What follows belongs to an exercise in optimizing a design on an open flow for small area, a short achievable clock period and few clock cycles; a production flow would make more cautious choices.
Where RTL was checked, it was by simulation tests only, not by an equivalence proof against the original.
No activity file was given, so power comes from the tool's default toggle rates.

==> inputs of try-umber <==
Design gb_mbc_core, start of the top module:
module gb_mbc_core (
    input  wire         clk,
    input  wire         rst,
    input  wire         cmd_valid,
    output wire         cmd_ready,
    input  wire [31:0]  cmd_word,
    output wire         res_valid,
    output wire [7:0]   res_status,
    output wire [31:0]  res_value,
    output wire [31:0]  res_aux,
    output wire         res_flag,
    output wire         res_hdr_valid,
    output wire [127:0] res_title,
    output wire [3:0]   res_mbc_type,
    output wire [1:0]   res_warn,
    output wire [15:0]  bus_addr,
    output wire         bus_set,
    output wire         bus_rd,
    output wire         bus_wr,
    output wire         bus_wait,
    output wire [7:0]   bus_wdata,
    input  wire         bus_ack,
    input  wire [7:0]   bus_rdata,
    input  wire         bus_err,
    output wire         out_valid,
    output wire [7:0]   out_data,
    input  wire         out_ready,
    output wire         in_req,
    input  wire         in_ack,
    input  wire [7:0]   in_data,
    input  wire         in_end,
    input  wire         in_fail
);
==> flow/config.mk <==
export PLATFORM = sky130hd
export DESIGN_NAME = gb_mbc_core
export DESIGN_NICKNAME = gb_mbc_core
export VERILOG_FILES = /design/flow/design.v
export SDC_FILE = /design/flow/constraint.sdc
export NUM_CORES = 4
export LEC_CHECK = 0
export CAP_MARGIN = 20
export CORE_MARGIN = 2
export CORE_UTILIZATION = 40
export CTS_BUF_LIST = sky130_fd_sc_hd__clkbuf_4 sky130_fd_sc_hd__clkbuf_8
export CTS_CLUSTER_DIAMETER = 60
export CTS_CLUSTER_SIZE = 12
export SETUP_SLACK_MARGIN = 4.5
export SLEW_MARGIN = 20
==> flow/constraint.sdc <==
create_clock -name core_clock -period 8.0 [get_ports {clk}]
set_input_delay 1.6000 -clock core_clock [delete_from_list [all_inputs] [get_ports {clk}]]
set_output_delay 1.6000 -clock core_clock [all_outputs]
set_load 0.01 [all_outputs]
standard.sh (not shown) runs the stock make flow with config.mk's settings and CLKGATE_MAP_FILE= SYNTH_SCRIPT=/design/flow/synth_recipe.tcl, a recipe that flattens the netlist after the stock synthesis.
==> flow/flow/run.sh <==
#!/bin/bash
# The standard layout (standard.sh), with one change: the buffers that
# buffer_ports puts on every input and output port are buf_1 cells instead of
# the delay cells it picks by default; timing repair resizes them as needed.
set -euo pipefail
export BUFFER_PORTS_ARGS="-buffer_cell sky130_fd_sc_hd__buf_1"
bash standard.sh > standard.log 2>&1
==> try-delta (differences from try-umber) <==
--- a/flow/design.v
+++ b/flow/design.v
@@ -108,17 +108,16 @@
     localparam [3:0] U_F4  = 4'd7;
     localparam [3:0] U_BAD = 4'd8;
     reg  [4:0]   state;
     reg  [4:0]   op;             
     reg          op_hi;          
     reg  [23:0]  imm_r;          
     reg  [3:0]   status;
-    reg          xnop;           
+    reg          xgo;            
     reg          xeos;           
-    reg          fpre;           
     reg          flag_r;
     reg          hdrv_r;
     reg          crdy;
     reg          rvld;
     reg          ph_ready;       
     reg          ph_fault;       
     reg  [15:0]  a_r;            
@@ -224,16 +223,17 @@
             for (j = 0; j <= 8; j = j + 1)
                 if (s_romc == j) sz_bad = ((n >> (j + 1)) != 16'd0);
             rom_bad = fam_bad || sz_bad;
         end
     endfunction
     wire [15:0] sel_rom_n   = (imm_r[15:0] == 16'd0) ? 16'd1 : imm_r[15:0];
     wire [9:0]  rd_rom_n    = cursor[23:14];
-    wire        rom_sel_bad = rom_bad(sel_rom_n);
-    wire        rd_sel_bad  = rom_bad({6'd0, rd_rom_n});
+    wire        rom_n_bad   = rom_bad(op_rr ? {6'd0, rd_rom_n} : sel_rom_n);
+    wire        rom_sel_bad = rom_n_bad;
+    wire        rd_sel_bad  = rom_n_bad;
     reg ram_sel_bad;
     always @(*) begin
         case (s_ramc)
             3'd1:    ram_sel_bad = (imm_r[15:0] != 16'd0);
             3'd2:    ram_sel_bad = (imm_r[15:2] != 14'd0);
             3'd3:    ram_sel_bad = f_mbc5 ? (imm_r[15:3] != 13'd0) : (imm_r[15:2] != 14'd0);
             3'd4:    ram_sel_bad = f_mbc5 ? (imm_r[15:4] != 12'd0) : (imm_r[15:2] != 14'd0);
@@ -531,15 +531,15 @@
                 nstate = S_IDLE;
             end
             S_EXEC: begin
                 cnt_clr  = 1'b1;
                 imm_zero = 1'b1;
                 flag_ld  = 1'b1;
                 go_res   = 1'b1;
-                if (status == ST_OK && !xnop) begin
+                if (xgo) begin
                     case (op)
                         OP_PARSE_HEADER, OP_MAKE_ROM_READER: begin
                             go_res  = 1'b0;
                             nstate  = S_HDR;
                             a_ld    = 1'b1;
                             a_sel   = A_HDR0;
                             iss_set = 1'b1;
@@ -591,14 +591,15 @@
                             v_sel  = V_RSZ;
                         end
                         OP_ROM_STATUS: begin
                             cnt_ld   = 1'b1;
                             v_sel    = V_CUR;
                             imm_zero = 1'b0;
                             aux_st   = 1'b1;
+                            flag_val = eos;
                         end
                         OP_ROM_READ: begin
                             go_res   = 1'b0;
                             imm_zero = 1'b0;
                             nstate   = S_RCHK;
                         end
                         OP_RAM_DUMP: begin
@@ -622,20 +623,20 @@
                             end
                         end
                         OP_XLATE_ROM, OP_XLATE_RAM: begin
                             cnt_ld   = 1'b1;
                             v_sel    = V_XL;
                             imm_zero = 1'b0;
                             aux_xl   = 1'b1;
+                            flag_val = (op == OP_XLATE_ROM) ? xr_flag : xm_flag;
                         end
                         default: ;
                     endcase
                 end
-                eos_set  = xeos && (status == ST_OK);
-                flag_val = fpre && (status == ST_OK);
+                eos_set = xeos;
             end
             S_HDR: begin
                 if (ack) begin
                     if (berr) begin
                         fault = 1'b1;
                     end else begin
                         hdr_cap  = 1'b1;
@@ -694,29 +695,31 @@
                             if (op_rr) begin
                                 nstate  = S_RRD;
                                 a_ld    = 1'b1;
                                 a_sel   = A_ROM;
                                 iss_set = room;
                                 iss_rd  = room;
                             end else begin
-                                nstate = S_DRAIN;
+                                imm_zero = 1'b1;
+                                go_res   = 1'b1;
                             end
                         end
                         CK_RAMSEL: begin
                             if (op_dump) begin
                                 nstate  = S_DRD;
                                 a_ld    = 1'b1;
                                 a_sel   = A_RAM;
                                 iss_set = room;
                                 iss_rd  = room;
                             end else if (op_rest) begin
                                 nstate = S_TIN;
                                 iss_in = 1'b1;
                             end else begin
-                                nstate = S_DRAIN;
+                                imm_zero = 1'b1;
+                                go_res   = 1'b1;
                             end
                         end
                         default: begin   
                             ck_ld  = 1'b1;
                             ck_val = CK_EN;
                         end
                     endcase
@@ -773,19 +776,21 @@
                             iss_wt  = 1'b1;
                         end
                     end
                 end
             end
             S_RCHK: begin
                 if (at_end) begin
+                    imm_zero = 1'b1;
                     nstate   = S_DRAIN;
                 end else if (cursor[13:0] == 14'd0 && rd_rom_n != 10'd0) begin
                     if (rd_sel_bad) begin
                         st_ld    = 1'b1;
                         st_val   = ST_UNSUP;
+                        imm_zero = 1'b1;
                         nstate   = S_DRAIN;
                     end else begin
                         nstate = S_CW;
                         ck_ld  = 1'b1;
                         ck_val = CK_ROMSEL;
                     end
                 end else begin
@@ -802,14 +807,15 @@
                         if (berr) begin
                             fault = 1'b1;
                         end else begin
                             cur_inc = 1'b1;
                             cnt_inc = 1'b1;
                             imm_dec = 1'b1;
                             if (rr_last) begin
+                                imm_zero = 1'b1;
                                 nstate   = S_DRAIN;
                             end else if (rr_bnd) begin
                                 nstate = S_RCHK;
                             end else begin
                                 a_ld    = 1'b1;
                                 a_sel   = A_ROM;
                                 iss_set = room;
@@ -819,16 +825,14 @@
                     end
                 end else begin
                     iss_set = room;
                     iss_rd  = room;
                 end
             end
             S_DRAIN: begin
-                imm_zero = 1'b1;
-                cnt_clr  = !op_data;
                 if (!sv && (!ov || taken)) go_res = 1'b1;
             end
             S_FRD: begin
                 if (ack) begin
                     if (berr) begin
                         fault = 1'b1;
                     end else begin
@@ -899,15 +903,21 @@
             default: begin
                 nstate = S_IDLE;
             end
         endcase
         if (fault) begin
             st_ld    = 1'b1;
             st_val   = ST_BUSERR;
-            nstate   = S_DRAIN;
+            imm_zero = 1'b1;
+            if (op_data) begin
+                nstate = S_DRAIN;
+            end else begin
+                cnt_clr = 1'b1;
+                go_res  = 1'b1;
+            end
         end
         if (go_res) nstate = S_RES;
     end
     wire [23:0] cursor_d = cur_inc ? cursor + 24'd1 : cursor;
     wire [23:0] cnt_d    = cnt_inc ? cnt + 24'd1 : cnt;
     reg [15:0] a_val;
     always @(*) begin
@@ -945,15 +955,15 @@
             wr_r       <= 1'b0;
             wt_r       <= 1'b0;
             ir_r       <= 1'b0;
             ov         <= 1'b0;
             sv         <= 1'b0;
         end else begin
             state <= nstate;
-            crdy  <= (state == S_RES) || (state == S_IDLE && !cmd_valid);
+            crdy  <= (nstate == S_IDLE);
             rvld  <= go_res;
             set_r <= iss_set;
             rd_r  <= iss_rd || (rd_r && !bus_ack);
             wr_r  <= iss_wr || (wr_r && !bus_ack);
             wt_r  <= iss_wt || (wt_r && !bus_ack);
             ir_r  <= iss_in || (ir_r && !in_ack);
             if (set_r) addr_valid <= 1'b1;
@@ -1002,19 +1012,16 @@
             cnt <= v_val;
         else if (cnt_clr)
             cnt <= 24'd0;
         else
             cnt <= cnt_d;
         if (st_ld) status <= st_val;
         if (state == S_CHK) begin
-            xnop <= c_nop;
-            xeos <= (op == OP_ROM_READ) && (imm_r != 24'd0) && at_end;
-            fpre <= (op == OP_ROM_STATUS) ? eos :
-                    (op == OP_XLATE_ROM)  ? xr_flag :
-                    (op == OP_XLATE_RAM)  ? xm_flag : 1'b0;
+            xgo  <= (c_st == ST_OK) && !c_nop;
+            xeos <= (c_st == ST_OK) && (op == OP_ROM_READ) && (imm_r != 24'd0) && at_end;
         end
         if (flag_ld) flag_r <= flag_val;
         if (state == S_CHK) hdrv_r <= 1'b0;
         if (hdr_done) hdrv_r <= 1'b1;
         if (a_ld) a_r <= a_val;
         if (state == S_WR) ifail <= 1'b0;
         if (wd_in && ifail_now) ifail <= 1'b1;
--- a/flow/config.mk
+++ b/flow/config.mk
@@ -6,10 +6,10 @@
 export NUM_CORES = 4
 export LEC_CHECK = 0
 export CAP_MARGIN = 20
 export CORE_MARGIN = 2
 export CORE_UTILIZATION = 40
 export CTS_BUF_LIST = sky130_fd_sc_hd__clkbuf_4 sky130_fd_sc_hd__clkbuf_8
 export CTS_CLUSTER_DIAMETER = 60
-export CTS_CLUSTER_SIZE = 12
-export SETUP_SLACK_MARGIN = 4.5
+export CTS_CLUSTER_SIZE = 15
+export SETUP_SLACK_MARGIN = 4.6
 export SLEW_MARGIN = 20
==> try-garnet (differences from try-umber) <==
--- a/flow/design.v
+++ b/flow/design.v
@@ -108,17 +108,16 @@
     localparam [3:0] U_F4  = 4'd7;
     localparam [3:0] U_BAD = 4'd8;
     reg  [4:0]   state;
     reg  [4:0]   op;             
     reg          op_hi;          
     reg  [23:0]  imm_r;          
     reg  [3:0]   status;
-    reg          xnop;           
+    reg          xgo;            
     reg          xeos;           
-    reg          fpre;           
     reg          flag_r;
     reg          hdrv_r;
     reg          crdy;
     reg          rvld;
     reg          ph_ready;       
     reg          ph_fault;       
     reg  [15:0]  a_r;            
@@ -531,15 +530,15 @@
                 nstate = S_IDLE;
             end
             S_EXEC: begin
                 cnt_clr  = 1'b1;
                 imm_zero = 1'b1;
                 flag_ld  = 1'b1;
                 go_res   = 1'b1;
-                if (status == ST_OK && !xnop) begin
+                if (xgo) begin
                     case (op)
                         OP_PARSE_HEADER, OP_MAKE_ROM_READER: begin
                             go_res  = 1'b0;
                             nstate  = S_HDR;
                             a_ld    = 1'b1;
                             a_sel   = A_HDR0;
                             iss_set = 1'b1;
@@ -591,14 +590,15 @@
                             v_sel  = V_RSZ;
                         end
                         OP_ROM_STATUS: begin
                             cnt_ld   = 1'b1;
                             v_sel    = V_CUR;
                             imm_zero = 1'b0;
                             aux_st   = 1'b1;
+                            flag_val = eos;
                         end
                         OP_ROM_READ: begin
                             go_res   = 1'b0;
                             imm_zero = 1'b0;
                             nstate   = S_RCHK;
                         end
                         OP_RAM_DUMP: begin
@@ -622,20 +622,20 @@
                             end
                         end
                         OP_XLATE_ROM, OP_XLATE_RAM: begin
                             cnt_ld   = 1'b1;
                             v_sel    = V_XL;
                             imm_zero = 1'b0;
                             aux_xl   = 1'b1;
+                            flag_val = (op == OP_XLATE_ROM) ? xr_flag : xm_flag;
                         end
                         default: ;
                     endcase
                 end
-                eos_set  = xeos && (status == ST_OK);
-                flag_val = fpre && (status == ST_OK);
+                eos_set = xeos;
             end
             S_HDR: begin
                 if (ack) begin
                     if (berr) begin
                         fault = 1'b1;
                     end else begin
                         hdr_cap  = 1'b1;
@@ -694,29 +694,31 @@
                             if (op_rr) begin
                                 nstate  = S_RRD;
                                 a_ld    = 1'b1;
                                 a_sel   = A_ROM;
                                 iss_set = room;
                                 iss_rd  = room;
                             end else begin
-                                nstate = S_DRAIN;
+                                imm_zero = 1'b1;
+                                go_res   = 1'b1;
                             end
                         end
                         CK_RAMSEL: begin
                             if (op_dump) begin
                                 nstate  = S_DRD;
                                 a_ld    = 1'b1;
                                 a_sel   = A_RAM;
                                 iss_set = room;
                                 iss_rd  = room;
                             end else if (op_rest) begin
                                 nstate = S_TIN;
                                 iss_in = 1'b1;
                             end else begin
-                                nstate = S_DRAIN;
+                                imm_zero = 1'b1;
+                                go_res   = 1'b1;
                             end
                         end
                         default: begin   
                             ck_ld  = 1'b1;
                             ck_val = CK_EN;
                         end
                     endcase
@@ -773,19 +775,21 @@
                             iss_wt  = 1'b1;
                         end
                     end
                 end
             end
             S_RCHK: begin
                 if (at_end) begin
+                    imm_zero = 1'b1;
                     nstate   = S_DRAIN;
                 end else if (cursor[13:0] == 14'd0 && rd_rom_n != 10'd0) begin
                     if (rd_sel_bad) begin
                         st_ld    = 1'b1;
                         st_val   = ST_UNSUP;
+                        imm_zero = 1'b1;
                         nstate   = S_DRAIN;
                     end else begin
                         nstate = S_CW;
                         ck_ld  = 1'b1;
                         ck_val = CK_ROMSEL;
                     end
                 end else begin
@@ -802,14 +806,15 @@
                         if (berr) begin
                             fault = 1'b1;
                         end else begin
                             cur_inc = 1'b1;
                             cnt_inc = 1'b1;
                             imm_dec = 1'b1;
                             if (rr_last) begin
+                                imm_zero = 1'b1;
                                 nstate   = S_DRAIN;
                             end else if (rr_bnd) begin
                                 nstate = S_RCHK;
                             end else begin
                                 a_ld    = 1'b1;
                                 a_sel   = A_ROM;
                                 iss_set = room;
@@ -819,16 +824,14 @@
                     end
                 end else begin
                     iss_set = room;
                     iss_rd  = room;
                 end
             end
             S_DRAIN: begin
-                imm_zero = 1'b1;
-                cnt_clr  = !op_data;
                 if (!sv && (!ov || taken)) go_res = 1'b1;
             end
             S_FRD: begin
                 if (ack) begin
                     if (berr) begin
                         fault = 1'b1;
                     end else begin
@@ -899,15 +902,21 @@
             default: begin
                 nstate = S_IDLE;
             end
         endcase
         if (fault) begin
             st_ld    = 1'b1;
             st_val   = ST_BUSERR;
-            nstate   = S_DRAIN;
+            imm_zero = 1'b1;
+            if (op_data) begin
+                nstate = S_DRAIN;
+            end else begin
+                cnt_clr = 1'b1;
+                go_res  = 1'b1;
+            end
         end
         if (go_res) nstate = S_RES;
     end
     wire [23:0] cursor_d = cur_inc ? cursor + 24'd1 : cursor;
     wire [23:0] cnt_d    = cnt_inc ? cnt + 24'd1 : cnt;
     reg [15:0] a_val;
     always @(*) begin
@@ -945,15 +954,15 @@
             wr_r       <= 1'b0;
             wt_r       <= 1'b0;
             ir_r       <= 1'b0;
             ov         <= 1'b0;
             sv         <= 1'b0;
         end else begin
             state <= nstate;
-            crdy  <= (state == S_RES) || (state == S_IDLE && !cmd_valid);
+            crdy  <= (nstate == S_IDLE);
             rvld  <= go_res;
             set_r <= iss_set;
             rd_r  <= iss_rd || (rd_r && !bus_ack);
             wr_r  <= iss_wr || (wr_r && !bus_ack);
             wt_r  <= iss_wt || (wt_r && !bus_ack);
             ir_r  <= iss_in || (ir_r && !in_ack);
             if (set_r) addr_valid <= 1'b1;
@@ -1002,19 +1011,16 @@
             cnt <= v_val;
         else if (cnt_clr)
             cnt <= 24'd0;
         else
             cnt <= cnt_d;
         if (st_ld) status <= st_val;
         if (state == S_CHK) begin
-            xnop <= c_nop;
-            xeos <= (op == OP_ROM_READ) && (imm_r != 24'd0) && at_end;
-            fpre <= (op == OP_ROM_STATUS) ? eos :
-                    (op == OP_XLATE_ROM)  ? xr_flag :
-                    (op == OP_XLATE_RAM)  ? xm_flag : 1'b0;
+            xgo  <= (c_st == ST_OK) && !c_nop;
+            xeos <= (c_st == ST_OK) && (op == OP_ROM_READ) && (imm_r != 24'd0) && at_end;
         end
         if (flag_ld) flag_r <= flag_val;
         if (state == S_CHK) hdrv_r <= 1'b0;
         if (hdr_done) hdrv_r <= 1'b1;
         if (a_ld) a_r <= a_val;
         if (state == S_WR) ifail <= 1'b0;
         if (wd_in && ifail_now) ifail <= 1'b1;
==> flow/config.mk (replaced) <==
export PLATFORM = sky130hd
export DESIGN_NAME = gb_mbc_core
export DESIGN_NICKNAME = gb_mbc_core
export VERILOG_FILES = /design/flow/design.v
export SDC_FILE = /design/flow/constraint.sdc
export NUM_CORES = 4
export LEC_CHECK = 0
export CAP_MARGIN = 20
export CORE_MARGIN = 2
export CORE_UTILIZATION = 55
export CTS_BUF_LIST = sky130_fd_sc_hd__clkbuf_4 sky130_fd_sc_hd__clkbuf_8
export CTS_CLUSTER_DIAMETER = 60
export CTS_CLUSTER_SIZE = 12
export SETUP_SLACK_MARGIN = 4.5
export SLEW_MARGIN = 20
==> comparison table <==
quantity	try-delta	try-umber	try-garnet
Status	finished clean	finished clean	finished clean
GR Util met1	37.9%	39.2%	48.6%
Sum of net half-perimeters after detailed placement	47.7 mm	50.2 mm	46.0 mm
FF-to-FF setup slack	4620 ps	4490 ps	4520 ps
Worst setup endpoint	a_r[3]	a_r[13]	status[1]
Global placer's final weighted congestion	1.03	0.977	1.02
Launch point of the worst path	state[2]	bus_ack	imm_r[9]
Combinational fraction of design power	28.6%	31.8%	27.5%
Slew at the pin with the worst max-slew slack	1040 ps	1060 ps	1110 ps
Total detailed-routing wirelength	63.9 mm	67.1 mm	61.8 mm
Cell area power density	217 mW/mm^2	249 mW/mm^2	223 mW/mm^2
Post-synthesis share of cell area spent on full adders, half adders and majority gates	1.08%	1.09%	1.13%
Post-DP Area	0.0184 sq mm	0.0185 sq mm	0.0184 sq mm
Register share of total power	46.6%	43.7%	47.6%
Placed Cells	2450	2465	2346
Gate count of the mapped netlist	1746	1751	1769
Sinks on the clock net	307	308	307
Final period util	42.3%	44.3%	43.4%
Cell type of the slowest stage on the worst timing path	sky130_fd_sc_hd__nor4_2	sky130_fd_sc_hd__or4_1	sky130_fd_sc_hd__or4_1
Clock latency reported for the late side of the worst-skew pair	660 ps	640 ps	570 ps
Non-clk buf share	9.28%	9.26%	8.49%
Testbench counts of try-delta, summed over its fixed seeds: cycles 918,856.
Testbench counts of try-garnet, summed over its fixed seeds: cycles 918,856.
Function not checked in try-umber: the RTL went through the layout flow alone.

==> what the ideal ports hide <==
The flow's constraints put no driver on any port. The routed layouts listed below were extracted and timed again, unchanged, in two steps.
Step 1 sets driving cells, clkbuf_16 on the clock port and buf_2 on the other inputs (assumed; they add their load-dependent delay and slew).
Step 2 times the ports against the registers' clock, not the clock port: input delays grow and output delays shrink by t, the midpoint of the rising clock arrivals with the driver on.
Slacks: no drivers / after step 1 / after step 2; pairs: no drivers / after step 1.
run | t, ns | setup WS [ns] | worst setup path at the end | slew at the worst register clock pin (ns)
try-umber | 0.683 | 4.459 / 4.493 / 3.809 | input to register | 0.09 / 0.09
try-delta | 0.693 | 4.617 / 4.617 / 3.991 | input to register | 0.10 / 0.10
try-garnet | 0.603 | 4.524 / 4.524 / 3.962 | input to register | 0.09 / 0.09
After both steps every run listed still meets setup and hold. For try-umber, which loses most, drivers alone change the setup slack by +0.034 ns; drivers and shift together by -0.650 ns.
